Background: an optimization exercise with open tools, aiming at small area, a short achievable clock period and few clock cycles. Do not read the settings as production practice. At most, simulation tests tie the RTL to the original design; equivalence was not proved. Function not checked in run 1: the RTL went through the layout flow alone. Power figures rest on the tool's default switching activity, not on a simulated workload.

`run.sh`:
```
#!/bin/bash
# synth_recipe.tcl (not shown) runs the flow's synth.tcl, then flattens the netlist and writes it again
# the make line also repeats each setting of config.mk as NAME=value (left out here)
make -C /OpenROAD-flow-scripts/flow DESIGN_CONFIG=/design/flow/config.mk WORK_HOME=/design/flow/orfs CLKGATE_MAP_FILE= SYNTH_SCRIPT=/design/flow/synth_recipe.tcl finish
```
`design.v`:
```
`timescale 1ns/1ps
module mav_parser (
    input  wire        clk,
    input  wire        rst,           
    input  wire        in_we,
    input  wire [6:0]  in_waddr,
    input  wire [31:0] in_wdata,
    input  wire        cat_we,
    input  wire [2:0]  cat_waddr,
    input  wire [49:0] cat_wdata,
    input  wire        cmd_valid,
    input  wire        cmd_stream,    
    input  wire [15:0] cmd_n,
    output wire        busy,
    output reg         done,
    output reg  [7:0]  err,
    output wire [15:0] res_start,
    output wire [15:0] res_end,
    output wire [15:0] consumed,
    output wire [15:0] examined,
    output reg         frm_valid,
    output wire        frm_ver,
    output wire        frm_hassig,
    output wire [7:0]  frm_len,
    output wire [7:0]  frm_seq,
    output wire [7:0]  frm_sysid,
    output wire [7:0]  frm_compid,
    output wire [7:0]  frm_incompat,
    output wire [7:0]  frm_compat,
    output wire [23:0] frm_msgid,
    output wire [15:0] frm_cksum,
    input  wire [8:0]  rd_addr,
    output wire [7:0]  rd_data
);
    localparam IN_CAP = 320;
    localparam NCAT   = 8;
    localparam E_NONE      = 8'd0;
    localparam E_NOMARKER  = 8'd6;
    localparam E_SHORT     = 8'd7;
    localparam E_NOTFOUND  = 8'd9;
    localparam E_EXCLUDED  = 8'd10;
    localparam E_BADLEN    = 8'd11;
    localparam E_BADCRC    = 8'd13;
    localparam E_SIGLEN    = 8'd14;
    localparam E_NEEDMORE  = 8'd16;
    localparam E_ILLEGAL   = 8'd17;
    reg [8*IN_CAP-1:0] mv;
    genvar gw;
    generate
        for (gw = 0; gw < IN_CAP / 4; gw = gw + 1) begin : g_word
            always @(posedge clk)
                if (in_we && in_waddr == gw)
                    mv[32*gw +: 32] <= in_wdata;
        end
    endgenerate
    reg        cat_used [0:NCAT-1];
    reg        cat_incl [0:NCAT-1];
    reg [23:0] cat_id   [0:NCAT-1];
    reg [7:0]  cat_crcx [0:NCAT-1];
    reg [7:0]  cat_base [0:NCAT-1];
    reg [7:0]  cat_max  [0:NCAT-1];
    integer c;
    always @(posedge clk) begin
        if (rst) begin
            for (c = 0; c < NCAT; c = c + 1)
                cat_used[c] <= 1'b0;
        end else if (cat_we) begin
            cat_used[cat_waddr] <= cat_wdata[49];
        end
    end
    always @(posedge clk) begin
        if (cat_we) begin
            cat_incl[cat_waddr] <= cat_wdata[48];
            cat_id[cat_waddr]   <= cat_wdata[47:24];
            cat_crcx[cat_waddr] <= cat_wdata[23:16];
            cat_base[cat_waddr] <= cat_wdata[15:8];
            cat_max[cat_waddr]  <= cat_wdata[7:0];
        end
    end
    localparam S_IDLE = 2'd0;
    localparam S_SCAN = 2'd1;    
    localparam S_BODY = 2'd2;    
    localparam S_FIN  = 2'd3;    
    reg [1:0]  state;
    reg        stream;
    reg [8:0]  n;
    reg [8:0]  pa;         
    reg [8:0]  cand;       
    reg [8:0]  rem;        
    reg        idok;       
    reg [15:0] crc;
    reg [8:0]  r_start, r_end, r_cons, r_exam;
    reg        f_ver, f_sig;
    reg [7:0]  f_len, f_seq, f_sys, f_comp, f_inc, f_cmp;
    reg [23:0] f_id;
    reg [15:0] f_ck;
    assign busy         = (state != S_IDLE);
    assign res_start    = {7'd0, r_start};
    assign res_end      = {7'd0, r_end};
    assign consumed     = {7'd0, r_cons};
    assign examined     = {7'd0, r_exam};
    assign frm_ver      = frm_valid & f_ver;
    assign frm_hassig   = frm_valid & f_sig;
    assign frm_len      = {8{frm_valid}} & f_len;
    assign frm_seq      = {8{frm_valid}} & f_seq;
    assign frm_sysid    = {8{frm_valid}} & f_sys;
    assign frm_compid   = {8{frm_valid}} & f_comp;
    assign frm_incompat = {8{frm_valid}} & f_inc;
    assign frm_compat   = {8{frm_valid}} & f_cmp;
    assign frm_msgid    = {24{frm_valid}} & f_id;
    assign frm_cksum    = {16{frm_valid}} & f_ck;
    reg  [8:0]  pb, sb;    
    wire [63:0] win_rd;    
    mp_read u_read (
        .mv(mv), .pa(pa), .busy(busy), .pb(pb), .sb(sb),
        .frm_valid(frm_valid), .f_len(f_len), .f_sig(f_sig),
        .rd_addr(rd_addr), .win_rd(win_rd), .rd_data(rd_data)
    );
    wire        acc    = (state == S_IDLE);
    wire        legal  = (cmd_n <= IN_CAP);
    wire        first  = (acc && cmd_valid && legal) || (state == S_SCAN);
    wire [63:0] W      = acc ? mv[63:0] : win_rd;
    wire [8:0]  P      = acc ? 9'd0 : pa;
    wire [8:0]  N      = acc ? cmd_n[8:0] : n;
    wire        STR    = acc ? cmd_stream : stream;
    wire [7:0]  lastr  = acc ? 8'd0 : err;
    function [7:0] wb;
        input [63:0] w;
        input integer j;
        begin
            wb = w[8*j +: 8];
        end
    endfunction
    wire [9:0] h_avail = {1'b0, N} - {1'b0, P};
    reg  [7:0] mk;
    integer j;
    always @(*) begin
        for (j = 0; j < 8; j = j + 1)
            mk[j] = (W[8*j+2 +: 6] == 6'h3F) && (W[8*j] ^ W[8*j+1]) && ((|h_avail[9:3]) || h_avail[2:0] > j);
    end
    reg [2:0] mk_first;
    always @(*) begin
        mk_first = 3'd0;
        for (j = 7; j >= 1; j = j - 1)
            if (mk[j]) mk_first = j[2:0];
    end
    wire        h_v2    = W[0];                       
    wire [7:0]  h_len   = W[15:8];
    wire [8:0]  h_tot   = (h_v2 ? 9'd10 : 9'd6) + {1'b0, h_len};    
    wire [9:0]  h_room  = h_avail - (h_v2 ? 10'd12 : 10'd8);
    wire        h_short = h_room[9] || ({2'b0, h_len} > h_room);
    wire [7:0]  h_mask  = {h_v2 || (|h_len[7:1]), h_v2 || (|h_len), 6'b111110};
    wire [7:0]  b_mask;
    genvar gm;
    generate
        for (gm = 0; gm < 8; gm = gm + 1) begin : g_mask
            assign b_mask[gm] = (|rem[8:3]) || rem[2:0] > gm;
        end
    endgenerate
    wire [7:0]  c_mask  = first ? h_mask : b_mask;
    reg  [63:0] c_data;
    always @(*) begin
        for (j = 0; j < 8; j = j + 1)
            c_data[8*j +: 8] = W[8*j +: 8] & {8{c_mask[j]}};
    end
    wire [15:0] c_next, f_exp;
    reg        lk_hit;
    reg [2:0]  lk_ent;
    integer    e;
    always @(*) begin
        lk_hit = 1'b0;
        lk_ent = 3'd0;
        for (e = NCAT - 1; e >= 0; e = e - 1)
            if (cat_used[e] && cat_id[e] == f_id) begin
                lk_hit = 1'b1;
                lk_ent = e[2:0];
            end
    end
    wire [7:0] lk_limit = f_ver ? cat_max[lk_ent] : cat_base[lk_ent];
    reg        lkv, lkr_fail;
    reg [7:0]  lkr_reason, lkr_crcx;
    always @(posedge clk) begin
        lkr_fail   <= !lk_hit || !cat_incl[lk_ent] || (f_len > lk_limit);
        lkr_reason <= !lk_hit ? E_NOTFOUND : !cat_incl[lk_ent] ? E_EXCLUDED : E_BADLEN;
        lkr_crcx   <= cat_crcx[lk_ent];
    end
    wire [8:0]  f_tot = (f_ver ? 9'd10 : 9'd6) + {1'b0, f_len};
    wire [2:0]  f_q   = 3'd0 - f_tot[2:0];
    mp_crc u_crc (
        .first(first), .crc(crc), .d(c_data), .c_next(c_next),
        .q(f_q), .x(lkr_crcx), .f_exp(f_exp)
    );
    wire        f_crcbad   = (f_exp != W[15:0]);
    wire        f_signed   = f_ver && f_inc[0];
    wire [8:0]  f_end0     = pa + 9'd2;
    wire        f_sigshort = f_signed && ({1'b0, n} < {1'b0, f_end0} + 10'd13);
    wire [8:0]  f_end      = f_signed ? f_end0 + 9'd13 : f_end0;
    always @(posedge clk) begin
        if (first) begin
            crc  <= c_next;
            idok <= !h_v2;
            lkv  <= 1'b0;
            f_ver <= h_v2;
            f_len <= h_len;
            if (h_v2) begin
                f_inc      <= wb(W, 2);
                f_cmp      <= wb(W, 3);
                f_seq      <= wb(W, 4);
                f_sys      <= wb(W, 5);
                f_comp     <= wb(W, 6);
                f_id[7:0]  <= wb(W, 7);
            end else begin
                f_inc      <= 8'd0;
                f_cmp      <= 8'd0;
                f_seq      <= wb(W, 2);
                f_sys      <= wb(W, 3);
                f_comp     <= wb(W, 4);
                f_id[7:0]  <= wb(W, 5);
            end
        end
        if (first || (state == S_BODY && !idok))
            f_id[23:8] <= first ? 16'd0 : W[15:0];
        if (state == S_BODY) begin
            crc  <= c_next;
            idok <= 1'b1;
            lkv  <= idok;
        end
        if (state == S_FIN) begin
            lkv   <= idok;
            f_ck  <= W[15:0];
            f_sig <= f_signed;
        end
    end
    task fail_cand;
        input [7:0] r;
        begin
            err   <= r;
            pa    <= cand + 9'd1;
            state <= S_SCAN;
        end
    endtask
    always @(posedge clk) begin
        if (rst) begin
            state     <= S_IDLE;
            done      <= 1'b0;
            err       <= 8'd0;
            r_start   <= 9'd0;
            r_end     <= 9'd0;
            r_cons    <= 9'd0;
            r_exam    <= 9'd0;
            frm_valid <= 1'b0;
        end else begin
            done <= 1'b0;
            if (acc && cmd_valid && !legal) begin
                err  <= E_ILLEGAL;
                done <= 1'b1;
            end else if (first) begin
                if (acc) begin
                    stream    <= cmd_stream;
                    n         <= cmd_n[8:0];
                    frm_valid <= 1'b0;
                end
                if (mk[0]) begin
                    cand <= P;
                    if (h_short) begin
                        if (STR) begin
                            r_cons <= P;
                            r_exam <= N;
                            err    <= E_NEEDMORE;
                            done   <= 1'b1;
                            state  <= S_IDLE;
                        end else begin
                            err   <= E_SHORT;
                            pa    <= P + 9'd1;
                            state <= S_SCAN;
                        end
                    end else begin
                        err <= lastr;
                        if (h_tot <= 9'd8) begin
                            pa    <= P + h_tot;
                            state <= S_FIN;
                        end else begin
                            pa    <= P + 9'd8;
                            rem   <= h_tot - 9'd8;
                            state <= S_BODY;
                        end
                    end
                end else if (mk[7:1] != 7'd0) begin
                    err   <= lastr;
                    pa    <= P + {6'd0, mk_first};
                    state <= S_SCAN;
                end else if (h_avail <= 10'd8) begin
                    if (STR) begin
                        r_cons <= N;
                        r_exam <= N;
                    end
                    err   <= (lastr != 8'd0) ? lastr : E_NOMARKER;
                    done  <= 1'b1;
                    state <= S_IDLE;
                end else begin
                    err   <= lastr;
                    pa    <= P + 9'd8;
                    state <= S_SCAN;
                end
            end else if (state == S_BODY) begin
                if (lkv && lkr_fail) begin
                    fail_cand(lkr_reason);
                end else if (rem <= 9'd8) begin
                    pa    <= pa + rem;
                    state <= S_FIN;
                end else begin
                    pa    <= pa + 9'd8;
                    rem   <= rem - 9'd8;
                end
            end else if (state == S_FIN) begin
                if (!lkv) begin
                end else if (lkr_fail) begin
                    fail_cand(lkr_reason);
                end else if (f_crcbad) begin
                    fail_cand(E_BADCRC);
                end else if (f_sigshort) begin
                    if (stream) begin
                        r_cons <= cand;
                        r_exam <= n;
                        err    <= E_NEEDMORE;
                        done   <= 1'b1;
                        state  <= S_IDLE;
                    end else begin
                        fail_cand(E_SIGLEN);
                    end
                end else begin
                    frm_valid <= 1'b1;
                    r_start   <= cand;
                    r_end     <= f_end;
                    pb        <= cand + (f_ver ? 9'd10 : 9'd6);
                    sb        <= f_end - 9'd13;
                    if (stream) begin
                        r_cons <= f_end;
                        r_exam <= f_end;
                    end
                    err   <= E_NONE;
                    done  <= 1'b1;
                    state <= S_IDLE;
                end
            end
        end
    end
endmodule
module mp_read (
    input  wire [2559:0] mv,
    input  wire [8:0]    pa,
    input  wire          busy,
    input  wire [8:0]    pb,
    input  wire [8:0]    sb,
    input  wire          frm_valid,
    input  wire [7:0]    f_len,
    input  wire          f_sig,
    input  wire [8:0]    rd_addr,
    output wire [63:0]   win_rd,
    output wire [7:0]    rd_data
);
    localparam IN_CAP = 320;
    function [5:0] add6;
        input [5:0] x;
        input [5:0] y;
        reg   [5:0] g, t, cy;
        integer i, k;
        begin
            g = x & y;
            t = x ^ y;
            for (i = 0; i < 6; i = i + 1) begin
                cy[i] = 1'b0;
                for (k = 0; k < i; k = k + 1)
                    cy[i] = cy[i] | (g[k] & ((t >> (k + 1)) & ((6'd1 << (i - k - 1)) - 6'd1)) == ((6'd1 << (i - k - 1)) - 6'd1));
            end
            add6 = t ^ cy;
        end
    endfunction
    wire [511:0] bankv [0:7];
    genvar gb, gr;
    generate
        for (gb = 0; gb < 8; gb = gb + 1) begin : g_bank
            for (gr = 0; gr < 64; gr = gr + 1) begin : g_row
                if (gr < IN_CAP / 8)
                    assign bankv[gb][8*gr +: 8] = mv[8*(8*gr+gb) +: 8];
                else
                    assign bankv[gb][8*gr +: 8] = 8'h00;
            end
        end
    endgenerate
    wire        rd_pay   = !rd_addr[8] && frm_valid && (rd_addr[7:0] < f_len);
    wire        rd_sig   = rd_addr[8] && (rd_addr[7:0] < 8'd13) && frm_valid && f_sig;
    wire [5:0]  pb_q1    = pb[8:3] + 6'd1;
    wire [5:0]  sb_q1    = sb[8:3] + 6'd1;
    wire [5:0]  sb_q2    = sb[8:3] + 6'd2;
    wire [5:0]  rp0      = add6(pb[8:3], {1'b0, rd_addr[7:3]});
    wire [5:0]  rp1      = add6(pb_q1,   {1'b0, rd_addr[7:3]});
    wire [5:0]  rs0      = rd_addr[3] ? sb_q1 : sb[8:3];
    wire [5:0]  rs1      = rd_addr[3] ? sb_q2 : sb_q1;
    wire [2:0]  rd_sel   = rd_addr[8] ? sb[2:0] + rd_addr[2:0] : pb[2:0] + rd_addr[2:0];
    wire [5:0]  pa_r1    = pa[8:3] + 6'd1;
    wire [63:0] bank_out;
    genvar gk;
    generate
        for (gk = 0; gk < 8; gk = gk + 1) begin : g_rd
            wire [5:0] kw  = (gk >= pa[2:0]) ? pa[8:3] : pa_r1;
            wire [5:0] kp  = (gk >= pb[2:0]) ? rp0 : rp1;
            wire [5:0] ks  = (gk >= sb[2:0]) ? rs0 : rs1;
            wire [5:0] row = busy ? kw : rd_addr[8] ? ks : kp;
            assign bank_out[8*gk +: 8] = bankv[gk][8*row +: 8];
        end
    endgenerate
    wire [127:0] bank_out2 = {bank_out, bank_out};
    assign win_rd = bank_out2[8*pa[2:0] +: 64];    
    wire [7:0]   rd_byte   = bank_out[8*rd_sel +: 8];
    assign rd_data = (rd_pay || rd_sig) ? rd_byte : 8'h00;
endmodule
module mp_crc (
    input  wire        first,
    input  wire [15:0] crc,
    input  wire [63:0] d,
    output wire [15:0] c_next,
    input  wire [2:0]  q,
    input  wire [7:0]  x,
    output wire [15:0] f_exp
);
    function [15:0] crc_acc;
        input [7:0]  b;
        input [15:0] crc;
        reg   [7:0]  ch;
        begin
            ch = b ^ crc[7:0];
            ch = ch ^ {ch[3:0], 4'b0};
            crc_acc = {8'h00, crc[15:8]} ^ {ch, 8'h00} ^ {5'b0, ch, 3'b0} ^ {12'h000, ch[7:4]};
        end
    endfunction
    function [15:0] crc8;
        input [15:0] s;
        input [63:0] d;
        begin
            crc8[0] = s[0] ^ s[1] ^ s[6] ^ s[8] ^ s[9] ^ s[12] ^ s[13] ^ s[15] ^ d[0] ^ d[1] ^ d[6] ^ d[8] ^ d[9] ^ d[12] ^ d[13] ^ d[15] ^ d[16] ^ d[22] ^ d[29] ^ d[31] ^ d[32] ^ d[36] ^ d[37] ^ d[38] ^ d[42] ^ d[44] ^ d[45] ^ d[52] ^ d[53] ^ d[56] ^ d[60];
            crc8[1] = s[0] ^ s[1] ^ s[2] ^ s[7] ^ s[9] ^ s[10] ^ s[13] ^ s[14] ^ d[0] ^ d[1] ^ d[2] ^ d[7] ^ d[9] ^ d[10] ^ d[13] ^ d[14] ^ d[16] ^ d[17] ^ d[23] ^ d[30] ^ d[32] ^ d[33] ^ d[37] ^ d[38] ^ d[39] ^ d[43] ^ d[45] ^ d[46] ^ d[53] ^ d[54] ^ d[57] ^ d[61];
            crc8[2] = s[0] ^ s[1] ^ s[2] ^ s[3] ^ s[8] ^ s[10] ^ s[11] ^ s[14] ^ s[15] ^ d[0] ^ d[1] ^ d[2] ^ d[3] ^ d[8] ^ d[10] ^ d[11] ^ d[14] ^ d[15] ^ d[17] ^ d[18] ^ d[24] ^ d[31] ^ d[33] ^ d[34] ^ d[38] ^ d[39] ^ d[40] ^ d[44] ^ d[46] ^ d[47] ^ d[54] ^ d[55] ^ d[58] ^ d[62];
            crc8[3] = s[0] ^ s[1] ^ s[2] ^ s[3] ^ s[4] ^ s[9] ^ s[11] ^ s[12] ^ s[15] ^ d[0] ^ d[1] ^ d[2] ^ d[3] ^ d[4] ^ d[9] ^ d[11] ^ d[12] ^ d[15] ^ d[16] ^ d[18] ^ d[19] ^ d[25] ^ d[32] ^ d[34] ^ d[35] ^ d[39] ^ d[40] ^ d[41] ^ d[45] ^ d[47] ^ d[48] ^ d[55] ^ d[56] ^ d[59] ^ d[63];
            crc8[4] = s[0] ^ s[2] ^ s[3] ^ s[4] ^ s[5] ^ s[6] ^ s[8] ^ s[9] ^ s[10] ^ s[15] ^ d[0] ^ d[2] ^ d[3] ^ d[4] ^ d[5] ^ d[6] ^ d[8] ^ d[9] ^ d[10] ^ d[15] ^ d[17] ^ d[19] ^ d[20] ^ d[22] ^ d[26] ^ d[29] ^ d[31] ^ d[32] ^ d[33] ^ d[35] ^ d[37] ^ d[38] ^ d[40] ^ d[41] ^ d[44] ^ d[45] ^ d[46] ^ d[48] ^ d[49] ^ d[52] ^ d[53] ^ d[57];
            crc8[5] = s[0] ^ s[1] ^ s[3] ^ s[4] ^ s[5] ^ s[6] ^ s[7] ^ s[9] ^ s[10] ^ s[11] ^ d[0] ^ d[1] ^ d[3] ^ d[4] ^ d[5] ^ d[6] ^ d[7] ^ d[9] ^ d[10] ^ d[11] ^ d[16] ^ d[18] ^ d[20] ^ d[21] ^ d[23] ^ d[27] ^ d[30] ^ d[32] ^ d[33] ^ d[34] ^ d[36] ^ d[38] ^ d[39] ^ d[41] ^ d[42] ^ d[45] ^ d[46] ^ d[47] ^ d[49] ^ d[50] ^ d[53] ^ d[54] ^ d[58];
            crc8[6] = s[1] ^ s[2] ^ s[4] ^ s[5] ^ s[6] ^ s[7] ^ s[8] ^ s[10] ^ s[11] ^ s[12] ^ d[1] ^ d[2] ^ d[4] ^ d[5] ^ d[6] ^ d[7] ^ d[8] ^ d[10] ^ d[11] ^ d[12] ^ d[17] ^ d[19] ^ d[21] ^ d[22] ^ d[24] ^ d[28] ^ d[31] ^ d[33] ^ d[34] ^ d[35] ^ d[37] ^ d[39] ^ d[40] ^ d[42] ^ d[43] ^ d[46] ^ d[47] ^ d[48] ^ d[50] ^ d[51] ^ d[54] ^ d[55] ^ d[59];
            crc8[7] = s[0] ^ s[2] ^ s[3] ^ s[5] ^ s[6] ^ s[7] ^ s[8] ^ s[9] ^ s[11] ^ s[12] ^ s[13] ^ d[0] ^ d[2] ^ d[3] ^ d[5] ^ d[6] ^ d[7] ^ d[8] ^ d[9] ^ d[11] ^ d[12] ^ d[13] ^ d[18] ^ d[20] ^ d[22] ^ d[23] ^ d[25] ^ d[29] ^ d[32] ^ d[34] ^ d[35] ^ d[36] ^ d[38] ^ d[40] ^ d[41] ^ d[43] ^ d[44] ^ d[47] ^ d[48] ^ d[49] ^ d[51] ^ d[52] ^ d[55] ^ d[56] ^ d[60];
            crc8[8] = s[0] ^ s[1] ^ s[3] ^ s[4] ^ s[6] ^ s[7] ^ s[8] ^ s[9] ^ s[10] ^ s[12] ^ s[13] ^ s[14] ^ d[0] ^ d[1] ^ d[3] ^ d[4] ^ d[6] ^ d[7] ^ d[8] ^ d[9] ^ d[10] ^ d[12] ^ d[13] ^ d[14] ^ d[19] ^ d[21] ^ d[23] ^ d[24] ^ d[26] ^ d[30] ^ d[33] ^ d[35] ^ d[36] ^ d[37] ^ d[39] ^ d[41] ^ d[42] ^ d[44] ^ d[45] ^ d[48] ^ d[49] ^ d[50] ^ d[52] ^ d[53] ^ d[56] ^ d[57] ^ d[61];
            crc8[9] = s[1] ^ s[2] ^ s[4] ^ s[5] ^ s[7] ^ s[8] ^ s[9] ^ s[10] ^ s[11] ^ s[13] ^ s[14] ^ s[15] ^ d[1] ^ d[2] ^ d[4] ^ d[5] ^ d[7] ^ d[8] ^ d[9] ^ d[10] ^ d[11] ^ d[13] ^ d[14] ^ d[15] ^ d[20] ^ d[22] ^ d[24] ^ d[25] ^ d[27] ^ d[31] ^ d[34] ^ d[36] ^ d[37] ^ d[38] ^ d[40] ^ d[42] ^ d[43] ^ d[45] ^ d[46] ^ d[49] ^ d[50] ^ d[51] ^ d[53] ^ d[54] ^ d[57] ^ d[58] ^ d[62];
            crc8[10] = s[2] ^ s[3] ^ s[5] ^ s[6] ^ s[8] ^ s[9] ^ s[10] ^ s[11] ^ s[12] ^ s[14] ^ s[15] ^ d[2] ^ d[3] ^ d[5] ^ d[6] ^ d[8] ^ d[9] ^ d[10] ^ d[11] ^ d[12] ^ d[14] ^ d[15] ^ d[16] ^ d[21] ^ d[23] ^ d[25] ^ d[26] ^ d[28] ^ d[32] ^ d[35] ^ d[37] ^ d[38] ^ d[39] ^ d[41] ^ d[43] ^ d[44] ^ d[46] ^ d[47] ^ d[50] ^ d[51] ^ d[52] ^ d[54] ^ d[55] ^ d[58] ^ d[59] ^ d[63];
            crc8[11] = s[1] ^ s[3] ^ s[4] ^ s[7] ^ s[8] ^ s[10] ^ s[11] ^ d[1] ^ d[3] ^ d[4] ^ d[7] ^ d[8] ^ d[10] ^ d[11] ^ d[17] ^ d[24] ^ d[26] ^ d[27] ^ d[31] ^ d[32] ^ d[33] ^ d[37] ^ d[39] ^ d[40] ^ d[47] ^ d[48] ^ d[51] ^ d[55] ^ d[59];
            crc8[12] = s[2] ^ s[4] ^ s[5] ^ s[8] ^ s[9] ^ s[11] ^ s[12] ^ d[2] ^ d[4] ^ d[5] ^ d[8] ^ d[9] ^ d[11] ^ d[12] ^ d[18] ^ d[25] ^ d[27] ^ d[28] ^ d[32] ^ d[33] ^ d[34] ^ d[38] ^ d[40] ^ d[41] ^ d[48] ^ d[49] ^ d[52] ^ d[56] ^ d[60];
            crc8[13] = s[3] ^ s[5] ^ s[6] ^ s[9] ^ s[10] ^ s[12] ^ s[13] ^ d[3] ^ d[5] ^ d[6] ^ d[9] ^ d[10] ^ d[12] ^ d[13] ^ d[19] ^ d[26] ^ d[28] ^ d[29] ^ d[33] ^ d[34] ^ d[35] ^ d[39] ^ d[41] ^ d[42] ^ d[49] ^ d[50] ^ d[53] ^ d[57] ^ d[61];
            crc8[14] = s[4] ^ s[6] ^ s[7] ^ s[10] ^ s[11] ^ s[13] ^ s[14] ^ d[4] ^ d[6] ^ d[7] ^ d[10] ^ d[11] ^ d[13] ^ d[14] ^ d[20] ^ d[27] ^ d[29] ^ d[30] ^ d[34] ^ d[35] ^ d[36] ^ d[40] ^ d[42] ^ d[43] ^ d[50] ^ d[51] ^ d[54] ^ d[58] ^ d[62];
            crc8[15] = s[0] ^ s[5] ^ s[7] ^ s[8] ^ s[11] ^ s[12] ^ s[14] ^ s[15] ^ d[0] ^ d[5] ^ d[7] ^ d[8] ^ d[11] ^ d[12] ^ d[14] ^ d[15] ^ d[21] ^ d[28] ^ d[30] ^ d[31] ^ d[35] ^ d[36] ^ d[37] ^ d[41] ^ d[43] ^ d[44] ^ d[51] ^ d[52] ^ d[55] ^ d[59] ^ d[63];
        end
    endfunction
    function [15:0] ainv1;
        input [15:0] s;
        begin
            ainv1[0] = s[8] ^ s[13];
            ainv1[1] = s[9] ^ s[14];
            ainv1[2] = s[10] ^ s[15];
            ainv1[3] = s[11];
            ainv1[4] = s[8] ^ s[12] ^ s[13];
            ainv1[5] = s[9] ^ s[13] ^ s[14];
            ainv1[6] = s[10] ^ s[14] ^ s[15];
            ainv1[7] = s[11] ^ s[15];
            ainv1[8] = s[0] ^ s[12];
            ainv1[9] = s[1] ^ s[13];
            ainv1[10] = s[2] ^ s[14];
            ainv1[11] = s[3] ^ s[8] ^ s[13] ^ s[15];
            ainv1[12] = s[4] ^ s[9] ^ s[14];
            ainv1[13] = s[5] ^ s[10] ^ s[15];
            ainv1[14] = s[6] ^ s[11];
            ainv1[15] = s[7] ^ s[12];
        end
    endfunction
    function [15:0] ainv2;
        input [15:0] s;
        begin
            ainv2[0] = s[0] ^ s[5] ^ s[10] ^ s[12] ^ s[15];
            ainv2[1] = s[1] ^ s[6] ^ s[11] ^ s[13];
            ainv2[2] = s[2] ^ s[7] ^ s[12] ^ s[14];
            ainv2[3] = s[3] ^ s[8] ^ s[13] ^ s[15];
            ainv2[4] = s[0] ^ s[4] ^ s[5] ^ s[9] ^ s[10] ^ s[12] ^ s[14] ^ s[15];
            ainv2[5] = s[1] ^ s[5] ^ s[6] ^ s[10] ^ s[11] ^ s[13] ^ s[15];
            ainv2[6] = s[2] ^ s[6] ^ s[7] ^ s[11] ^ s[12] ^ s[14];
            ainv2[7] = s[3] ^ s[7] ^ s[8] ^ s[12] ^ s[13] ^ s[15];
            ainv2[8] = s[4] ^ s[8] ^ s[9] ^ s[13] ^ s[14];
            ainv2[9] = s[5] ^ s[9] ^ s[10] ^ s[14] ^ s[15];
            ainv2[10] = s[6] ^ s[10] ^ s[11] ^ s[15];
            ainv2[11] = s[0] ^ s[5] ^ s[7] ^ s[10] ^ s[11] ^ s[15];
            ainv2[12] = s[1] ^ s[6] ^ s[8] ^ s[11] ^ s[12];
            ainv2[13] = s[2] ^ s[7] ^ s[9] ^ s[12] ^ s[13];
            ainv2[14] = s[3] ^ s[8] ^ s[10] ^ s[13] ^ s[14];
            ainv2[15] = s[4] ^ s[9] ^ s[11] ^ s[14] ^ s[15];
        end
    endfunction
    function [15:0] ainv4;
        input [15:0] s;
        begin
            ainv4[0] = s[0] ^ s[4] ^ s[6] ^ s[8] ^ s[9] ^ s[10] ^ s[13] ^ s[14];
            ainv4[1] = s[0] ^ s[1] ^ s[5] ^ s[7] ^ s[9] ^ s[10] ^ s[11] ^ s[14] ^ s[15];
            ainv4[2] = s[1] ^ s[2] ^ s[6] ^ s[8] ^ s[10] ^ s[11] ^ s[12] ^ s[15];
            ainv4[3] = s[2] ^ s[3] ^ s[7] ^ s[9] ^ s[11] ^ s[12] ^ s[13];
            ainv4[4] = s[3] ^ s[6] ^ s[9] ^ s[12];
            ainv4[5] = s[0] ^ s[4] ^ s[7] ^ s[10] ^ s[13];
            ainv4[6] = s[0] ^ s[1] ^ s[5] ^ s[8] ^ s[11] ^ s[14];
            ainv4[7] = s[1] ^ s[2] ^ s[6] ^ s[9] ^ s[12] ^ s[15];
            ainv4[8] = s[0] ^ s[2] ^ s[3] ^ s[7] ^ s[10] ^ s[13];
            ainv4[9] = s[1] ^ s[3] ^ s[4] ^ s[8] ^ s[11] ^ s[14];
            ainv4[10] = s[0] ^ s[2] ^ s[4] ^ s[5] ^ s[9] ^ s[12] ^ s[15];
            ainv4[11] = s[1] ^ s[3] ^ s[4] ^ s[5] ^ s[8] ^ s[9] ^ s[14];
            ainv4[12] = s[0] ^ s[2] ^ s[4] ^ s[5] ^ s[6] ^ s[9] ^ s[10] ^ s[15];
            ainv4[13] = s[1] ^ s[3] ^ s[5] ^ s[6] ^ s[7] ^ s[10] ^ s[11];
            ainv4[14] = s[2] ^ s[4] ^ s[6] ^ s[7] ^ s[8] ^ s[11] ^ s[12];
            ainv4[15] = s[3] ^ s[5] ^ s[7] ^ s[8] ^ s[9] ^ s[12] ^ s[13];
        end
    endfunction
    localparam [15:0] CRC_INIT0 = 16'h3078;
    assign c_next = crc8(first ? CRC_INIT0 : crc, d);
    wire [15:0] s1 = q[0] ? ainv1(crc) : crc;
    wire [15:0] s2 = q[1] ? ainv2(s1)  : s1;
    wire [15:0] s4 = q[2] ? ainv4(s2)  : s2;
    assign f_exp = crc_acc(x, s4);
endmodule
```
`constraint.sdc`:
```
create_clock -name core_clock -period 14.0 [get_ports {clk}]
set_input_delay 2.8000 -clock core_clock [delete_from_list [all_inputs] [get_ports {clk}]]
set_output_delay 2.8000 -clock core_clock [all_outputs]
set_load 0.01 [all_outputs]
```
`config.mk`:
```
export PLATFORM = sky130hd
export DESIGN_NAME = mav_parser
export DESIGN_NICKNAME = mav_parser
export VERILOG_FILES = /design/flow/design.v
export SDC_FILE = /design/flow/constraint.sdc
export NUM_CORES = 4
export LEC_CHECK = 0
export CAP_MARGIN = 20
export CELL_PAD_IN_SITES_DETAIL_PLACEMENT = 1
export CELL_PAD_IN_SITES_GLOBAL_PLACEMENT = 1
export CORE_MARGIN = 2
export CORE_UTILIZATION = 45
export PLACE_DENSITY = 0.55
export SETUP_SLACK_MARGIN = 5
export SLEW_MARGIN = 20
export SYNTH_HIERARCHICAL = 1
export SYNTH_MINIMUM_KEEP_SIZE = 0
```
==> metrics.md, run 1 <==
| Metric | Value |
|---|---|
| Worst EP required | 11,200 ps |
| Yosys reg bits | 3,182 |
| Top cells by count, synth | 3,122 x edfxtp_1, 1,366 x nand2_1, 761 x mux2i_1, 498 x nor2_1, 488 x xnor2_1 |
| Number of flops mapped to enable cells by yosys | approximately 3.1k |
| Setup CP Type | primary input to output pin |
| Tmin final | 10,210 ps |
| Endpoints failing setup | 0 |
| First-pass GRT wire length | roughly 840,000 um |
| Post-Place Worst Slack | 1437 ps |
| DR DRC count | 0 |
| Post-DP HPWL | 384,400 um |
| IO Pins | 296 |
| Vias per cell | approximately 6.4 |
| Pleak | 61.02 nW |
| Async S/R FF share, synth | 0% |
| Worst EP arrival | 7410 ps |
| End of the worst register-to-register path | pa[8] |
| Clk latency of the worst-skew pair | 990 ps |
| Max_slew headroom | around 18% |
| Seq/Total Area, Yosys | 63.79% |
| Post-Syn Area per Cell | 13.41 um2 |
| Post-synth top area share | 62.99% |
| Proportion of layout cells with a drive suffix above 1 | 19.72% |
| Core area | 329,700 um2 |
| # hold bufs at CTS | 0 |
| HP Start | r_cons[2] |
| CTS buffer count | 353 |
| RSZ-0062 raised after global routing | true |
| Setup_tns | 0 ps |
| Yosys cell types | 135 |
| TritonCTS clock tree | built |
| Worst-path clk slew | 50 ps |
| Status | complete, no violations |
| Synthesized area | 148,800 um2 |
| CP Launch Type | primary input |
| Register-to-register setup slack | ~4500 ps |
| Max IR drop VDD | 0.6169 mV |
| Hold Crit Class | flip-flop to flip-flop |
| Clock skew | 71.61 ps |
| Period utilization | 72.94% |
| Hold path depth | 2 |
| Routed wire per std cell | 36.86 um |
| Clock root cell | clkbuf_16 |
| Chip Width | 579.1 um |
| Max FO, Critical Path | 32 |
| Slew @ Worst Pin | 1236 ps |
| Die area | 335,400 um2 |
| Die Span Y | 579.1 um |
| H-tree depth | 5 |
| Input/output buffers | approximately 270 |
| Largest net degree at the start of global routing | about 120 |
| Final Wtd Congestion | 0.9788 |
| PnR worst setup slack | 3789 ps |
| Max Slew Vio Count | 0 |
| Clk sinks | 3,182 |
| GRT overflow | 0 |
| Vias in the first global route | 105.1k |
| Reg2reg path depth | 34 |
| Area grow syn2layout | 19.17% |
| Vias | 106.3k |
| Crit end category | output pin |
| Hold Path Sink | r_cons[2] |
| Synth top area cells | edfxtp_1 63%, mux2i_1 5.1%, nand2_1 3.4% |
| RR Startpoint | state[1] |
| Clock Tree Buf Depth | 4 |
| # Max-Cap Violations | 0 |
| Gr usage total | 35.55% |
| Fmax | roughly 100 MHz |
| Post-route ant nets | 0 |
| Most frequent cell after synthesis | edfxtp_1 |
| 1st-pass router iterations | 6 |
| Commonest register cell after synthesis | edfxtp_1 |
| Pwr/cell area | around 280 nW/um2 |
| Final WL | 608,500 um |
| Initial Utilization | 45.14% |
| Initial DRC count | 12.47k |
| Row count | 211 |
| Initial antenna violation count | 32 |
| Layout net count | between 10k and 15k |
| Synth Warn # | 9 |
| Fin. Hold Viols | 0 |
| Cells after Synth | about 11k |
| Largest area contributor in the netlist | edfxtp_1 |
[critical path, stage by stage]
cell and delay, ps:
buf_16 120, ha_4 150, inv_2 40, fa_2 720, buf_6 150, a21oi_1 40, a21oi_2 280, o22ai_4 180
nor2_4 170, buf_12 150, buf_16 220, buf_4 240, nand3_1 100, a311o_1 420, a31oi_2 260, buf_4 260
o32ai_1 110, nor2_1 140, nand4_1 470, buf_2 330
[logic make-up after synthesis]
family	Yosys count	share of synthesized area, %
fa+ha+maj	109	0.9482
simple gates	3232	10.16
other cells	1	0.002519
xor+xnor	814	5.089
compound gates	1877	9.044
flops	3182	63.79
mux	1033	8.236
buf+inv	853	2.730
[power breakdown]
group / leakage [nW] / internal [mW] / switching [mW]
Sequential: 28.6 / 11.0 / 0.297
Clock: 5.42 / 5.12 / 3.96
Combinational: 27.0 / 11.6 / 17.2
[timing repair]
item,4_1_cts,5_1_grt
pin swaps,157,107
buffers inserted,249,73
setup endpoints to repair,169,129
resized for setup,679,228
gates cloned,42,8
[Yosys stat by module, one instance, submodules excluded]
module	cells inside	times used	flops+latches
mav_parser	5569	1	3182
mp_read	4927	1	0
mp_crc	605	1	0
[area by class of cell]
cell class	count	area, um2
fillers	31850	152400
flip-flops and latches	3182	94950
multi-input cells	7116	55070
repair buffers	1053	10240
clock buffers	437	9303
well taps	4366	5463
clock inverters	203	1757
inverters	133	531.8
diodes	20	50.05
repair inverters	1	5.005
[stage by stage]
stage | hold WS (ps) | power (mW) | instances | cell area (um2) | utilization, %
finish | 489.0 | 49.19 | 16510 | 177400 | 53.79
global route | 504.8 | 51.13 | 16500 | 177300 | 53.78
CTS | 492.2 | 48.08 | 16410 | 175400 | 53.18
detailed placement | 483.0 | 36.75 | 15480 | 158200 | 47.97
global placement | 476.5 | 36.58 | 15470 | 158100 | 47.95
floorplan | 452.0 | 28.83 | 11130 | 149300 | -
[worst max path at each step]
stage                            end  cells past startpoint  slack, ps  startpoint
final                     rd_data[2]                     20       3790  rd_addr[3]
after global routing      rd_data[1]                     20       3760  rd_addr[3]
after CTS                 rd_data[4]                     19       3810  rd_addr[3]
after detailed placement       pa[7]                     31       1440  rd_addr[4]
after global placement       crc[10]                     28       1550  rd_addr[4]
after floorplan                pa[8]                     32       4820  rd_addr[3]
[cells in the final DEF (no fill, tap or decap), types with 67 or more instances in the layout]
| master | instances |
|---|---|
| nor2_4 | 95 |
| nand4_1 | 123 |
| mux4_2 | 136 |
| ha_1 | 81 |
| buf_4 | 615 |
| clkinv_1 | 88 |
| inv_1 | 112 |
| mux2i_1 | 721 |
| edfxtp_1 | 3122 |
| and3_1 | 125 |
| and2_1 | 123 |
| a22oi_1 | 83 |
| clkdlybuf4s50_1 | 220 |
| a311oi_1 | 83 |
| clkbuf_16 | 361 |
| mux2_2 | 117 |
| clkinv_2 | 67 |
| o211ai_1 | 115 |
| o22ai_1 | 85 |
| nand2_1 | 1348 |
| a21oi_1 | 326 |
| nand3_1 | 452 |
| clkbuf_1 | 72 |
| xnor2_1 | 438 |
| a211oi_1 | 119 |
| nor2_1 | 390 |
| o21ai_0 | 184 |
| nor3_1 | 120 |
| xor2_1 | 279 |
[routing by layer]
metal,up-vias,part of all wire (%),GRT usage [%],wire [um]
met4,8,4.6,14.09,28180
met1,55910,41,49.19,250600
met5,-,0.0094,0,57
li1,44030,-,-,-
met2,5243,46,55.66,277300
met3,1122,8.6,6.367,52340
[flip-flops by register name, summed over array words and instances, names as in the netlist, 16 cells and up]
name / flops
cat_id: 192
cat_base: 64
f_id: 24
cat_max: 64
crc: 16
cat_crcx: 64
mv: 2560
f_ck: 16
==> run 2: changes to the inputs <==
--- a/design.v
+++ b/design.v
@@ -140,8 +140,2 @@
     end
-    reg [2:0] mk_first;
-    always @(*) begin
-        mk_first = 3'd0;
-        for (j = 7; j >= 1; j = j - 1)
-            if (mk[j]) mk_first = j[2:0];
-    end
     wire        h_v2    = W[0];                       
@@ -149,4 +143,32 @@
     wire [8:0]  h_tot   = (h_v2 ? 9'd10 : 9'd6) + {1'b0, h_len};    
-    wire [9:0]  h_room  = h_avail - (h_v2 ? 10'd12 : 10'd8);
-    wire        h_short = h_room[9] || ({2'b0, h_len} > h_room);
+    wire [9:0]  h_room1 = h_avail - 10'd8;     
+    wire [9:0]  h_room2 = h_avail - 10'd12;    
+    wire        h_short1 = h_room1[9] || ({2'b0, h_len} > h_room1);
+    wire        h_short2 = h_room2[9] || ({2'b0, h_len} > h_room2);
+    wire        h_short = h_v2 ? h_short2 : h_short1;
+    wire        h_le8   = !h_v2 && h_len[7:2] == 6'd0 && !(h_len[1] && h_len[0]);    
+    reg  [8:0]  pp [1:8];
+    reg  [8:1]  psel;
+    reg  [8:0]  pa_first;
+    integer     kk;
+    always @(*) begin
+        for (kk = 1; kk <= 8; kk = kk + 1)
+            pp[kk] = P + kk;
+        psel = 8'd0;
+        psel[8] = (mk[7:1] == 7'd0);
+        for (kk = 1; kk <= 7; kk = kk + 1)
+            psel[kk] = mk[kk] && ((mk[7:1] & ((7'd1 << (kk - 1)) - 7'd1)) == 7'd0);
+        if (mk[0]) begin
+            psel = 8'd0;
+            psel[1] = h_short;
+            psel[6] = !h_short && h_le8 && h_len[1:0] == 2'd0;
+            psel[7] = !h_short && h_le8 && h_len[1:0] == 2'd1;
+            psel[8] = !h_short && (!h_le8 || h_len[1:0] == 2'd2);
+        end
+        pa_first = 9'd0;
+        for (kk = 1; kk <= 8; kk = kk + 1)
+            pa_first = pa_first | (pp[kk] & {9{psel[kk]}});
+    end
+    wire        rem_le8 = rem[8:4] == 5'd0 && (!rem[3] || rem[2:0] == 3'd0);
+    wire [8:0]  pa_body = pa + (rem_le8 ? rem : 9'd8);
     wire [7:0]  h_mask  = {h_v2 || (|h_len[7:1]), h_v2 || (|h_len), 6'b111110};
@@ -199,2 +221,4 @@
         if (first) begin
+            cand <= P;
+            rem  <= h_tot - 9'd8;
             crc  <= c_next;
@@ -223,2 +247,3 @@
         if (state == S_BODY) begin
+            rem  <= rem - 9'd8;
             crc  <= c_next;
@@ -228,2 +253,4 @@
         if (state == S_FIN) begin
+            pb    <= cand + (f_ver ? 9'd10 : 9'd6);
+            sb    <= f_end - 9'd13;
             lkv   <= idok;
@@ -262,4 +289,4 @@
                 end
+                pa <= pa_first;
                 if (mk[0]) begin
-                    cand <= P;
                     if (h_short) begin
@@ -273,3 +300,2 @@
                             err   <= E_SHORT;
-                            pa    <= P + 9'd1;
                             state <= S_SCAN;
@@ -278,10 +304,6 @@
                         err <= lastr;
-                        if (h_tot <= 9'd8) begin
-                            pa    <= P + h_tot;
+                        if (h_le8)
                             state <= S_FIN;
-                        end else begin
-                            pa    <= P + 9'd8;
-                            rem   <= h_tot - 9'd8;
+                        else
                             state <= S_BODY;
-                        end
                     end
@@ -289,3 +311,2 @@
                     err   <= lastr;
-                    pa    <= P + {6'd0, mk_first};
                     state <= S_SCAN;
@@ -301,3 +322,2 @@
                     err   <= lastr;
-                    pa    <= P + 9'd8;
                     state <= S_SCAN;
@@ -307,8 +327,6 @@
                     fail_cand(lkr_reason);
-                end else if (rem <= 9'd8) begin
-                    pa    <= pa + rem;
-                    state <= S_FIN;
                 end else begin
-                    pa    <= pa + 9'd8;
-                    rem   <= rem - 9'd8;
+                    pa <= pa_body;
+                    if (rem_le8)
+                        state <= S_FIN;
                 end
@@ -334,4 +352,2 @@
                     r_end     <= f_end;
-                    pb        <= cand + (f_ver ? 9'd10 : 9'd6);
-                    sb        <= f_end - 9'd13;
                     if (stream) begin
@@ -409,3 +425,8 @@
             wire [5:0] row = busy ? kw : rd_addr[8] ? ks : kp;
-            assign bank_out[8*gk +: 8] = bankv[gk][8*row +: 8];
+            wire [39:0] sel;
+            genvar gs;
+            for (gs = 0; gs < IN_CAP / 8; gs = gs + 1) begin : g_sel
+                assign sel[gs] = (row == gs);
+            end
+            mp_andor u_ao (.d(bankv[gk][319:0]), .sel(sel), .o(bank_out[8*gk +: 8]));
         end
@@ -528 +549,13 @@
 endmodule
+module mp_andor (
+    input  wire [319:0] d,
+    input  wire [39:0]  sel,
+    output reg  [7:0]   o
+);
+    integer r;
+    always @(*) begin
+        o = 8'h00;
+        for (r = 0; r < 40; r = r + 1)
+            o = o | (d[8*r +: 8] & {8{sel[r]}});
+    end
+endmodule
==> run 2 against run 1 <==
  * Still clean
  * Clock skew shrank 23 ps
  * Worst hold slack lost 31 ps
  * Cell area decreased by 4.0%
  * Clock-buffer cell count decreased by 18
  * Highest routed layer unchanged
==> metrics.md, run 2 <==
| Metric | Value |
|---|---|
| Post-DP HPWL | 386,700 um (was 384,400 um) |
| # hold bufs at CTS | 0 (unchanged) |
| Int Pwr | 16.48 mW (was 27.72 mW) |
| Proportion of layout cells with a drive suffix above 1 | 25.05% (was 19.72%) |
| Clock root cell | clkbuf_16 (unchanged) |
| Tmin final | 10,750 ps (was 10,210 ps) |
| Sw power | 5.331 mW (was 21.47 mW) |
| Hold Crit Class | flip-flop to flip-flop (unchanged) |
| 1st-pass router iterations | 8 (was 6) |
| Setup CP Type | primary input to output pin (unchanged) |
| Largest net degree at the start of global routing | 94 (was 115) |
| Max Slew Vio Count | 0 (unchanged) |
| Final WL | 607,000 um (was 608,500 um) |
| Slew @ Worst Pin | 1260 ps (was 1236 ps) |
| Logic pwr share | 9.7% (was 58.5%) |
| Pleak | 55.23 nW (was 61.02 nW) |
| TritonCTS clock tree | built (unchanged) |
| Synth top area cells | edfxtp_1 67%, a22oi_1 6.1%, xnor2_1 3.3% (was edfxtp_1 63%, mux2i_1 5.1%, nand2_1 3.4%) |
| GRT overflow | 0 (unchanged) |
| Worst EP arrival | 7950 ps (was 7410 ps) |
| Routed wire per std cell | 40.83 um (was 36.86 um) |
| Post-synth top area share | 66.78% (was 62.99%) |
| Top cells by count, synth | 3,122 x edfxtp_1, 1,140 x a22oi_1, 526 x xnor2_1, 408 x nor2_1, 388 x nand4_1 (was 3,122 x edfxtp_1, 1,366 x nand2_1, 761 x mux2i_1, 498 x nor2_1, 488 x xnor2_1) |
| Clk latency of the worst-skew pair | 960 ps (was 990 ps) |
| Gr usage total | 37.50% (was 35.55%) |
| Commonest non-fill, non-tap cells in the layout | 3,122 x edfxtp_1, 1,071 x a22oi_1, 919 x buf_4, 458 x xnor2_1, 388 x nand4_1 (was 3,122 x edfxtp_1, 1,348 x nand2_1, 721 x mux2i_1, 615 x buf_4, 452 x nand3_1) |
| Post-route ant nets | 0 (unchanged) |
| Yosys reg bits | 3,182 (unchanged) |
| CP Launch Type | primary input (unchanged) |
| Core area | 311,100 um2 (was 329,700 um2) |
| Most frequent cell after synthesis | edfxtp_1 (unchanged) |
| Max IR drop VDD | 0.1073 mV (was 0.6169 mV) |
| Largest Register | mv (unchanged) |
| Worst EP required | 11,200 ps (about the same) |
| Initial antenna violation count | 30 (was 32) |
| Period utilization | 76.81% (was 72.94%) |
| Cells after Synth | 9,393 (was 11.10k) |
| Yosys cell types | 120 (was 135) |
| Fmax | 92.99 MHz (was 97.93 MHz) |
| Crit end category | output pin (unchanged) |
| Die Span Y | 562.5 um (was 579.1 um) |
| Status | complete, no violations (unchanged) |
| Number of flops mapped to enable cells by yosys | 3,122 (unchanged) |
| Max_slew headroom | 15.41% (was 17.62%) |
| Post-Syn Area per Cell | 14.94 um2 (was 13.41 um2) |
| CTS buffer count | 342 (was 353) |
| Initial Utilization | 45.12% (was 45.14%) |
| Endpoints failing setup | 0 (unchanged) |
| Most common cell after layout, fill and taps aside | edfxtp_1 (unchanged) |
| DR DRC count | 0 (unchanged) |
| Clock skew | 48.43 ps (was 71.61 ps) |
| Seq/Total Area, Yosys | 67.64% (was 63.79%) |
| Clk sinks | 3,182 (unchanged) |
| Async S/R FF share, synth | 0% (unchanged) |
| Area grow syn2layout | 21.31% (was 19.17%) |
| H-tree depth | 5 (unchanged) |
| Fin. Hold Viols | 0 (unchanged) |
| Row count | 205 (was 211) |
| Pwr/cell area | 128.1 nW/um2 (was 277.3 nW/um2) |
| Synth Warn # | 11 (was 9) |
| Synthesized area | 140,400 um2 (was 148,800 um2) |
| Chip Width | 562.5 um (was 579.1 um) |
| Clock Tree Buf Depth | 4 (unchanged) |
| IO Pins | 296 (unchanged) |
| Largest regs | mv: 2560 flops, cat_id: 192 flops (unchanged) |
| RSZ-0062 raised after global routing | true (unchanged) |
| Sw frac | 24.45% (was 43.65%) |
| Max reg flops | 2,560 (unchanged) |
| Vias per cell | 6.678 (was 6.439) |
| Vias | 99.28k (was 106.3k) |
| Clock Power Share | 41.8% (was 18.4%) |
| Input/output buffers | 267 (unchanged) |
| Largest area contributor in the netlist | edfxtp_1 (unchanged) |
| Post-Place Worst Slack | 735.0 ps (was 1437 ps) |
| Max FO, Critical Path | 13 (was 32) |
| Setup_tns | 0 ps (unchanged) |
| PnR worst setup slack | 3247 ps (was 3789 ps) |
| Layout net count | 10.67k (was 12.06k) |
| Die area | 316,400 um2 (was 335,400 um2) |
| First-pass GRT wire length | 819,900 um (was 839,500 um) |
| # Max-Cap Violations | 0 (unchanged) |
| Vias in the first global route | 96.65k (was 105.1k) |
| Final Wtd Congestion | 0.9641 (was 0.9788) |
| Commonest register cell after synthesis | edfxtp_1 (unchanged) |
| Initial DRC count | 14.53k (was 12.47k) |
| Worst-path clk slew | 60 ps (was 50 ps) |
| Flop pwr share | 48.4% (was 23.0%) |
-- run 2: cell types whose count changed after synthesis, moves of 91 or more --
cell | previous run | this run
o21ai_0 | 216 | 82
nand2_1 | 1366 | 345
mux2i_1 | 761 | 142
nand3_1 | 462 | 89
nor3_1 | 148 | 250
a21oi_1 | 379 | 235
a311oi_1 | 98 | 7
nand4_1 | 123 | 388
nor4_1 | 76 | 223
buf_6 | 22 | 235
a22oi_1 | 102 | 1140
buf_2 | 287 | 132
and3_1 | 131 | 23
-- run 2: worst max-delay path, stage by stage --
cell      delay [ps]
buf_16           130
buf_4            190
maj3_2           350
nor3b_1          160
a221oi_2         600
buf_6            280
a31o_4           200
nand3b_1         220
buf_4            160
buf_4             90
nor3_1            80
buf_4            200
a22oi_2          200
nand4_1          190
nor4_4           350
nand4_1          300
buf_6            250
mux4_2           520
mux2i_1          170
a211oi_1          70
buf_4            260
buf_6            130
-- run 2: path summary, 6_finish.rpt --
check / startpoint / to / slack, ps / cells past startpoint
worst max-delay path: rd_addr[3] / rd_data[1] / 3250 / 22
worst min-delay path: r_start[4] / r_start[4] / 460 / 2
worst max register to register: pa[3] / rem[8] / 3700 / 43
worst min register to register: r_start[4] / r_start[4] / 460 / 2
-- run 2: routing by layer --
layer / global-route usage, % / part of all wire [%]
met5: 0 / 0.014
met4: 15.62 / 4.8
met3: 7.536 / 11
met2: 56.56 / 44
met1: 53.04 / 40
-- run 2: power groups by stage --
stage	registers (mW)	logic, mW	clock network, mW
global route	10.6	2.17	9.52
finish	10.6	2.12	9.13
detailed placement	10.8	1.71	0
global placement	10.8	1.68	0
CTS	10.6	1.99	9.19
floorplan	10.8	0.883	0
-- run 2: what timing repair did --
action / 4_1_cts / 5_1_grt
setup buffers: 380 / 90
pin swaps: 298 / 214
resized for setup: 634 / 241
endpoints found under the setup margin: 189 / 97
gates cloned: 18 / 0
-- run 2: Yosys stat by module (local to each module, per instance) --
module	area, um2	cells inside	flip-flops and latches
mav_parser	109900	5458	3182
mp_read	9847	1346	0
mp_crc	5221	605	0
mp_andor	1921	248	0
-- run 2: metrics by stage --
stage	power [mW]	instances	hold slack [ps]	cell area [um2]	utilization (%)
6_report	21.81	14870	457.5	170300	54.73
5_1_grt	22.25	14850	487.0	170300	54.72
4_1_cts	21.74	14760	461.7	168200	54.06
3_5_place_dp	12.48	13740	453.3	150500	48.36
3_3_place_gp	12.45	13740	445.0	150400	48.33
2_1_floorplan	11.64	9424	444.3	140900	-
-- run 2: layout make-up --
class                           count  area, um2
Inverter                          109      432.9
Multi-Input combinational cell   5455      46540
Clock inverter                    204       2103
Fill cell                       28990     140800
Antenna cell                       15      37.54
Timing Repair Buffer             1343      12040
Clock buffer                      419       9004
Tap cell                         4140       5180
Sequential cell                  3182      94950
-- run 2: cells by family (layout without fill, tap and decap cells) --
logic type	count (synthesis)	after routing	synth area share [%]
compound gates	2039	2040	10.75
xor+xnor	813	813	5.392
fa+ha+maj	115	115	1.055
buf+inv	792	2075	3.610
flops	3182	3182	67.64
mux	350	350	3.683
other cells	1	47	0.002671
simple gates	2101	2105	7.869
Testbench counts of run 2, summed over its fixed seeds: cycles 121,130.
==> run 3: changes to the inputs <==
--- a/config.mk
+++ b/config.mk
@@ -12,2 +12,3 @@
 export CORE_UTILIZATION = 45
+export CTS_BUF_LIST = sky130_fd_sc_hd__clkbuf_8
 export PLACE_DENSITY = 0.55
@@ -17 +18,2 @@
 export SYNTH_MINIMUM_KEEP_SIZE = 0
+export TNS_END_PERCENT = 5
==> run 3 against run 2 <==
  * Fmax is 1.2% lower
  * Worst setup slack worse by 130 ps
  * Worst hold slack worse by 3.0 ps
  * Area after synthesis stayed put
  * Clock power is 12% lower
==> metrics.md, run 3 <==
| Metric | Value |
|---|---|
| Mux cell area share after synthesis | 3.683% (unchanged) |
| Synth top area cells | edfxtp_1 67%, a22oi_1 6.1%, xnor2_1 3.3% (unchanged) |
| Max reg flops | 2,560 (unchanged) |
| Largest area contributor in the netlist | edfxtp_1 (unchanged) |
| Final WL | 606,500 um (was 607,000 um) |
| Worst path max stage delay | 530 ps (was 600 ps) |
| Vias per cell | 6.605 (was 6.678) |
| Int Pwr | 15.28 mW (was 16.48 mW) |
| TritonCTS clock tree | built (unchanged) |
| Proportion of layout cells with a drive suffix above 1 | 23.34% (was 25.05%) |
| Logic pwr share | 10.0% (was 9.7%) |
| Most common cell after layout, fill and taps aside | edfxtp_1 (unchanged) |
| Final Non-Filler Cells | 15.10k (was 14.87k) |
| Most frequent cell after synthesis | edfxtp_1 (unchanged) |
| Slew @ Worst Pin | 1214 ps (was 1260 ps) |
| Max Slew Vio Count | 0 (unchanged) |
| Clk latency of the worst-skew pair | 1210 ps (was 960 ps) |
| Max_slew headroom | 19.07% (was 15.41%) |
| Worst EP required | 11,200 ps (about the same) |
| Seq/Total Area, Yosys | 67.64% (unchanged) |
| CTS buffer count | 549 (was 342) |
| Tmin final | 10,890 ps (was 10,750 ps) |
| Status | complete, no violations (unchanged) |
| Row count | 205 (unchanged) |
| PnR worst setup slack | 3112 ps (was 3247 ps) |
| Area grow syn2layout | 18.31% (was 21.31%) |
| Flop pwr share | 51.2% (was 48.4%) |
| Post-synth top area share | 66.78% (unchanged) |
| Period utilization | 77.77% (was 76.81%) |
| Hold Crit Class | flip-flop to flip-flop (unchanged) |
| RSZ-0062 raised after global routing | true (unchanged) |
| Cell Count Post-Placement | 13.75k (was 13.74k) |
| Top cells by count, synth | 3,122 x edfxtp_1, 1,140 x a22oi_1, 526 x xnor2_1, 408 x nor2_1, 388 x nand4_1 (unchanged) |
| Sw power | 5.356 mW (was 5.331 mW) |
| GRT overflow | 0 (unchanged) |
| Pleak | 54.29 nW (was 55.23 nW) |
| Adder-cell share of the synthesized area | 1.055% (unchanged) |
| Initial DRC count | 14.35k (was 14.53k) |
| Clock Power Share | 38.8% (was 41.8%) |
| Compound-Gate Fraction of Synth Area | 10.75% (unchanged) |
| Number of flops mapped to enable cells by yosys | 3,122 (unchanged) |
| Area of the multi-input gates | 44,910 um2 (was 46,540 um2) |
| 1st-pass router iterations | 6 (was 8) |
| Max FO, Critical Path | 17 (was 13) |
| Routed wire per std cell | 40.16 um (was 40.83 um) |
| H-tree depth | 6 (was 5) |
| Chip Width | 562.5 um (unchanged) |
| Largest Register | mv (unchanged) |
| Clock root cell | clkbuf_8 (was clkbuf_16) |
| Clock Tree Buf Depth | 4 (unchanged) |
| Storage element area | 94,950 um2 (unchanged) |
| Commonest register cell after synthesis | edfxtp_1 (unchanged) |
| Post-Syn Area per Cell | 14.94 um2 (unchanged) |
| # Max-Cap Violations | 0 (unchanged) |
| Die area | 316,400 um2 (unchanged) |
| Async S/R FF share, synth | 0% (unchanged) |
| Design Power | 20.63 mW (was 21.81 mW) |
| Setup CP Type | primary input to output pin (unchanged) |
| Cells along the critical path | buf_16 -> buf_4 -> maj3_2 -> nor3b_1 -> a221oi_2 -> buf_6 -> buf_4 -> a31o_4 -> nand3b_1 -> buf_6 -> nor3_4 -> buf_6 -> a22oi_2 -> nand4_1 -> nor4_4 -> nand4_1 -> buf_6 -> mux4_2 -> mux2i_4 -> a211oi_2 -> buf_6 -> buf_6 (was buf_16 -> buf_4 -> maj3_2 -> nor3b_1 -> a221oi_2 -> buf_6 -> a31o_4 -> nand3b_1 -> buf_4 -> buf_4 -> nor3_1 -> buf_4 -> a22oi_2 -> nand4_1 -> nor4_4 -> nand4_1 -> buf_6 -> mux4_2 -> mux2i_1 -> a211oi_1 -> buf_4 -> buf_6) |
| Sw frac | 25.96% (was 24.45%) |
| Final Wtd Congestion | 0.9970 (was 0.9641) |
| Clock skew | 93.75 ps (was 48.43 ps) |
| GRT busiest layer | met2 (unchanged) |
| Cells after Synth | 9,393 (unchanged) |
| Post-Place Worst Slack | 248.5 ps (was 735.0 ps) |
| Layout net count | 10.77k (was 10.67k) |
| Vias in the first global route | 97.84k (was 96.65k) |
| Initial Utilization | 45.12% (unchanged) |
| First-pass GRT wire length | 821,200 um (was 819,900 um) |
| Crit end category | output pin (unchanged) |
| Gr usage total | 37.53% (was 37.50%) |
| Post-DP HPWL | 387,600 um (was 386,700 um) |
| Yosys reg bits | 3,182 (unchanged) |
| Cell mode on critical path | buf_6 (was buf_4) |
| CP Launch Type | primary input (unchanged) |
| Met3 usage | 8.053% (was 7.536%) |
| Clk sinks | 3,182 (unchanged) |
| Vias | 99.75k (was 99.28k) |
| Core area | 311,100 um2 (unchanged) |
| Synthesized area | 140,400 um2 (unchanged) |
| Yosys cell types | 120 (unchanged) |
| Pwr/cell area | 124.2 nW/um2 (was 128.1 nW/um2) |
| Input/output buffers | 267 (unchanged) |
| Commonest non-fill, non-tap cells in the layout | 3,122 x edfxtp_1, 1,092 x a22oi_1, 899 x buf_4, 559 x clkbuf_8, 522 x xnor2_1 (was 3,122 x edfxtp_1, 1,071 x a22oi_1, 919 x buf_4, 458 x xnor2_1, 388 x nand4_1) |
| Main combinational cell family by area after synthesis | compound AO/OA/AOI/OAI gates (unchanged) |
| Endpoints failing setup | 0 (unchanged) |
| Initial antenna violation count | 23 (was 30) |
| Synth Warn # | 11 (unchanged) |
| Crit-path slowest cell | a221oi_2 (unchanged) |
| Fill count | 29.70k (was 28.99k) |
| Die Span Y | 562.5 um (unchanged) |
| Max IR drop VDD | 0.1395 mV (was 0.1073 mV) |
| DR DRC count | 0 (unchanged) |
| Worst EP arrival | 8090 ps (was 7950 ps) |
| Largest net degree at the start of global routing | 96 (was 94) |
| Fin. Hold Viols | 0 (unchanged) |
| Xor-xnor portion of the synthesized cell area | 5.392% (unchanged) |
| Worst-path clk slew | 50 ps (was 60 ps) |
| Post-route ant nets | 0 (unchanged) |
| Simple-gate share of the synthesized area | 7.869% (unchanged) |
| GRT met1 Usage | 52.56% (was 53.04%) |
| Fmax | 91.84 MHz (was 92.99 MHz) |
| M2 GR Usage | 57.02% (was 56.56%) |
| Largest regs | mv: 2560 flops, cat_id: 192 flops (unchanged) |
| IO Pins | 296 (unchanged) |
| Setup_tns | 0 ps (unchanged) |
[run 3: cell counts after synthesis]
Identical to the previous run, type by type.
[run 3: metrics by stage]
step,util [%],hold WS (ps),cell area [um2]
after global placement,48.30,444.8,150300
after global routing,53.36,479.9,166000
final,53.38,454.6,166100
after detailed placement,48.33,450.1,150400
after CTS,53.15,457.4,165400
after floorplan,-,444.3,140800
[run 3: cell type report]
| cell class | instances | area share [%] |
|---|---|---|
| Clock inverter | 401 | 1.383 |
| Antenna cell | 21 | 0.03164 |
| Sequential cell | 3182 | 57.18 |
| Timing Repair Buffer | 1237 | 6.359 |
| Multi-Input combinational cell | 5453 | 27.04 |
| Tap cell | 4140 | 3.119 |
| Inverter | 109 | 0.2562 |
| Clock buffer | 559 | 4.633 |
[run 3: modules after synthesis, one instance, submodules excluded]
module | cells | area [um2] | times used | flip-flops and latches
mp_andor | 248 | 1921 | 8 | 0
mp_crc | 605 | 5221 | 1 | 0
mp_read | 1346 | 9847 | 1 | 0
mav_parser | 5458 | 109900 | 1 | 3182
[run 3: final timing paths]
path / from / cells after the start / slack [ps] / endpoint
min reg2reg: r_cons[3] / 2 / 450 / r_cons[3]
max: rd_addr[3] / 22 / 3110 / rd_data[4]
min: r_cons[3] / 2 / 450 / r_cons[3]
max reg2reg: pa[4] / 32 / 4180 / pa[1]
[run 3: routing by layer]
layer  routed length (um)  vias to the layer above
met5                   57                        -
met4                28400                       10
met3                63980                     1169
met2               270000                     6292
met1               244100                    52560
li1                     -                    39710
[run 3: repair_timing]
action	in CTS	in global routing
pin swaps	185	59
setup endpoints to repair	189	95
hold buffers	0	0
buffers inserted	314	49
gates resized for setup	451	48
cloned	8	0
[run 3: cells by family after synthesis]
kind of cell | count (synthesis)
compound gates | 2039
flops | 3182
other cells | 1
simple gates | 2101
mux | 350
buf+inv | 792
fa+ha+maj | 115
xor+xnor | 813
[run 3: critical path, delay by kind of cell]
kind	cells	cell delay [ps]
compound gates	4	970
fa+ha+maj	1	350
buf+inv	9	1710
mux	2	720
simple gates	6	1480
[run 3: power groups by stage]
stage | logic, mW | registers [mW] | clock network, mW
2_1_floorplan | 0.881 | 10.8 | 0
3_3_place_gp | 1.70 | 10.8 | 0
3_5_place_dp | 1.72 | 10.8 | 0
4_1_cts | 1.96 | 10.6 | 8.09
5_1_grt | 2.10 | 10.6 | 8.48
6_report | 2.05 | 10.6 | 8.01

[afterwards: timing with drivers on the ports]
No port has a modelled driver above. Below, the same layouts with a new extraction and two added sets of constraints. Step 1 (the two cells are an assumption about what drives the block):
set clk [get_ports {clk}]
set_driving_cell -lib_cell sky130_fd_sc_hd__clkbuf_16 $clk
set_driving_cell -lib_cell sky130_fd_sc_hd__buf_2 [delete_from_list [all_inputs] $clk]
Step 2 adds t to the input delays and takes it off the output delays; t is the mean of the earliest and latest rising clock arrival at the registers after step 1. Input paths then give back, and output paths get back, about the clock's delay inside the block. Slacks: no drivers / after step 1 / after step 2; pairs: no drivers / after step 1.
| run | t, ns | slack for setup (ns) | hold slack, ns | worst setup path at the end | latest minus earliest clock arrival (ns) |
|---|---|---|---|---|---|
| run 1 | 1.048 | 3.789 / 3.699 / 3.166 | 0.489 / 0.489 / 0.489 | input to register | 0.075 / 0.075 |
| run 2 | 1.034 | 3.247 / 3.057 / 2.300 | 0.458 / 0.458 / 0.458 | input to register | 0.075 / 0.075 |
| run 3 | 1.260 | 3.112 / 2.926 / 2.505 | 0.455 / 0.455 / 0.455 | input to register | 0.115 / 0.115 |
After both steps every run listed still meets setup and hold. The setup slack of run 2, which loses most, moves by -0.190 ns with the drivers and by -0.947 ns with both steps.
